From an optimization exercise on the open Yosys and OpenROAD flow, aimed at small area, a short achievable clock period and few clock cycles; shortcuts taken in it are not production practice.

alpha:
Design batbot_codec, start of the top module:
module batbot_codec (
    input  wire       clk,
    input  wire       rst,           
    input  wire       rx_valid,
    input  wire [7:0] rx_data,
    input  wire       rx_last,
    output wire       rx_ready,
    output wire       tx_valid,
    output wire [7:0] tx_data,
    output wire       tx_last,
    input  wire       tx_ready,
    input  wire [3:0] enc_a,
    input  wire [3:0] enc_b
);
    localparam RB   = 5;             
    localparam RCAP = 25;            
    localparam FB   = 2;             
    localparam FDEP = 4;             
    localparam [1:0] T_ERR = 2'd0, T_SHORT = 2'd1, T_ANGLE = 2'd2, T_ECHO = 2'd3;
    function [15:0] crc_table;
        input [7:0] index;
        integer b;
        reg [15:0] c;
        begin
            c = {index, 8'h00};
            for (b = 0; b < 8; b = b + 1)
                c = c[15] ? ((c << 1) ^ 16'h8005) : (c << 1);
            crc_table = c;
        end
    endfunction
    function [15:0] crc_update;
        input [15:0] accum;
        input [7:0]  data;
        begin
            crc_update = {accum[7:0], 8'h00} ^ crc_table(accum[15:8] ^ data);
        end
    endfunction
    function [15:0] quad_delta;
        input [3:0] index;
        begin
            case (index)
                4'd1, 4'd7, 4'd8, 4'd14:  quad_delta = 16'hFFFF;
                4'd2, 4'd4, 4'd11, 4'd13: quad_delta = 16'h0001;
                default:                  quad_delta = 16'h0000;
            endcase
        end
    endfunction
    function [RB-1:0] rinc;
        input [RB-1:0] p;
        rinc = (p == RCAP - 1) ? {RB{1'b0}} : p + 1'b1;
    endfunction
    reg        rx_ready_r;
    reg        in_v;
    reg  [7:0] in_d;
    reg        in_last;
    assign rx_ready = rx_ready_r;
    wire take = rx_valid & rx_ready_r;
    reg  [2:0]  pos;         
    reg  [4:0]  cnt;         
  ...
Size: roughly 2400 cells after synthesis, roughly 490 flip-flops, roughly 32 I/O pins, about 27000 sq um of cells after synthesis.
Settings: LEC_CHECK=0, CAP_MARGIN=20, CORE_MARGIN=2, CORE_UTILIZATION=50, CTS_BUF_LIST=sky130_fd_sc_hd__clkbuf_16, CTS_CLUSTER_DIAMETER=60, CTS_CLUSTER_SIZE=22, PLACE_DENSITY=0.65, SLEW_MARGIN=20; clock period 10.0 ns.
standard.sh (not shown) runs the stock make flow with config.mk's settings and CLKGATE_MAP_FILE= SYNTH_SCRIPT=/design/flow/synth_recipe.tcl, a recipe that flattens the netlist after the stock synthesis.
==> flow/flow/run.sh <==
#!/bin/bash
# The standard layout, with two changes to how it is made:
#  - the port buffers are buf_4 cells
#  - repair_timing aims for more setup slack than the standard flow does
set -euo pipefail
bash standard.sh \
  "BUFFER_PORTS_ARGS=-buffer_cell sky130_fd_sc_hd__buf_4" \
  SETUP_SLACK_MARGIN=${MARGIN:-6.85} \
  finish > standard.log 2>&1
alpha completed end to end with timing, DRC and antenna clean.
What beta does differently from alpha at the input level:
-- flow/design.v --
<<< alpha, line 265
    reg         dbusy;
    reg  [1:0]  dph;             
    reg  [1:0]  did_r;
    reg  [2:0]  dcnt;
    reg         dneg;
>>> beta, line 265
    reg         dbusy;
    reg  [1:0]  dph;             
    reg  [2:0]  dcnt;
    reg         dneg;
<<< alpha, line 274
    wire        dgo       = !dbusy && (cand_head || cand_next);
    wire [1:0]  did       = cand_head ? h_inf[1:0] : f_inf[1][1:0];
    wire [15:0] tsel = ticks[did_r];
    wire [15:0] tu   = tsel[15] ? ~tsel : tsel;
    wire [19:0] x18  = {tu, 4'd0} + {3'd0, tu, 1'b0} + (tsel[15] ? 20'd18 : 20'd0);
>>> beta, line 273
    wire        dgo       = !dbusy && (cand_head || cand_next);
    wire [1:0]  did       = cand_head ? h_inf[1:0] : f_inf[1][1:0];
    wire [15:0] tsel = {drem[3:0], dq};
    wire [15:0] tu   = tsel[15] ? ~tsel : tsel;
    wire [19:0] x18  = {tu, 4'd0} + {3'd0, tu, 1'b0} + (tsel[15] ? 20'd18 : 20'd0);
<<< alpha, line 318
            if (dgo) begin
                dbusy <= 1'b1;
                dph   <= 2'd3;
                did_r <= did;
            end else if (dph == 2'd3) begin
                dph   <= 2'd2;
                drem  <= x18[19:12];
>>> beta, line 317
            if (dgo) begin
                dbusy <= 1'b1;
                dph   <= 2'd1;
                {drem, dq} <= {4'd0, ticks[did]};
            end else if (dph == 2'd1) begin
                dph   <= 2'd2;
                drem  <= x18[19:12];
## What came out
- Looking at fill cell instance count of the final layout, beta sits 19 lower than alpha does.
- Re sequential share of layout area: beta and alpha aren't equal, and the higher value belongs to beta.
- beta completed every stage of the flow, and the final layout passed the timing, design-rule and antenna checks.
- beta against alpha: share of the clock period used by the worst path after layout now smaller, utilization shrank by 0.37 points, final cell area excluding filler cells now smaller.
- Cmp beta and alpha / non-clock buffer count / higher: beta
- Comparing cell total after placement for beta and alpha, the smaller number came from alpha.
No functional check of the RTL was part of any run of this note.

separate check: timing with driven ports:
In the flow no input, the clock included, has a driving cell. The finished layouts below were timed again as built, in two steps.
Step 1 assumes that a clkbuf_16 drives the clock port and a buf_2 every other input.
Step 2 moves the port delays by t, midway between the first and last clock arrival at a register: inputs arrive t later, outputs are due t later. That takes back most of the time a late clock gives input paths.
Three values: ideal ports, drivers, drivers and shift; two values: the first two.
run | shift t [ns] | setup WS [ns] | worst setup path after step 2 | worst data-port slew with drivers (ns)
alpha | 0.629 | 6.641 / 6.641 / 6.348 | input to register | 0.08
beta | 0.643 | 6.682 / 6.682 / 6.177 | input to register | 0.06
After both steps every run listed still meets setup and hold. For beta, which loses most, drivers alone change the setup slack by 0.000 ns; drivers and shift together by -0.505 ns.
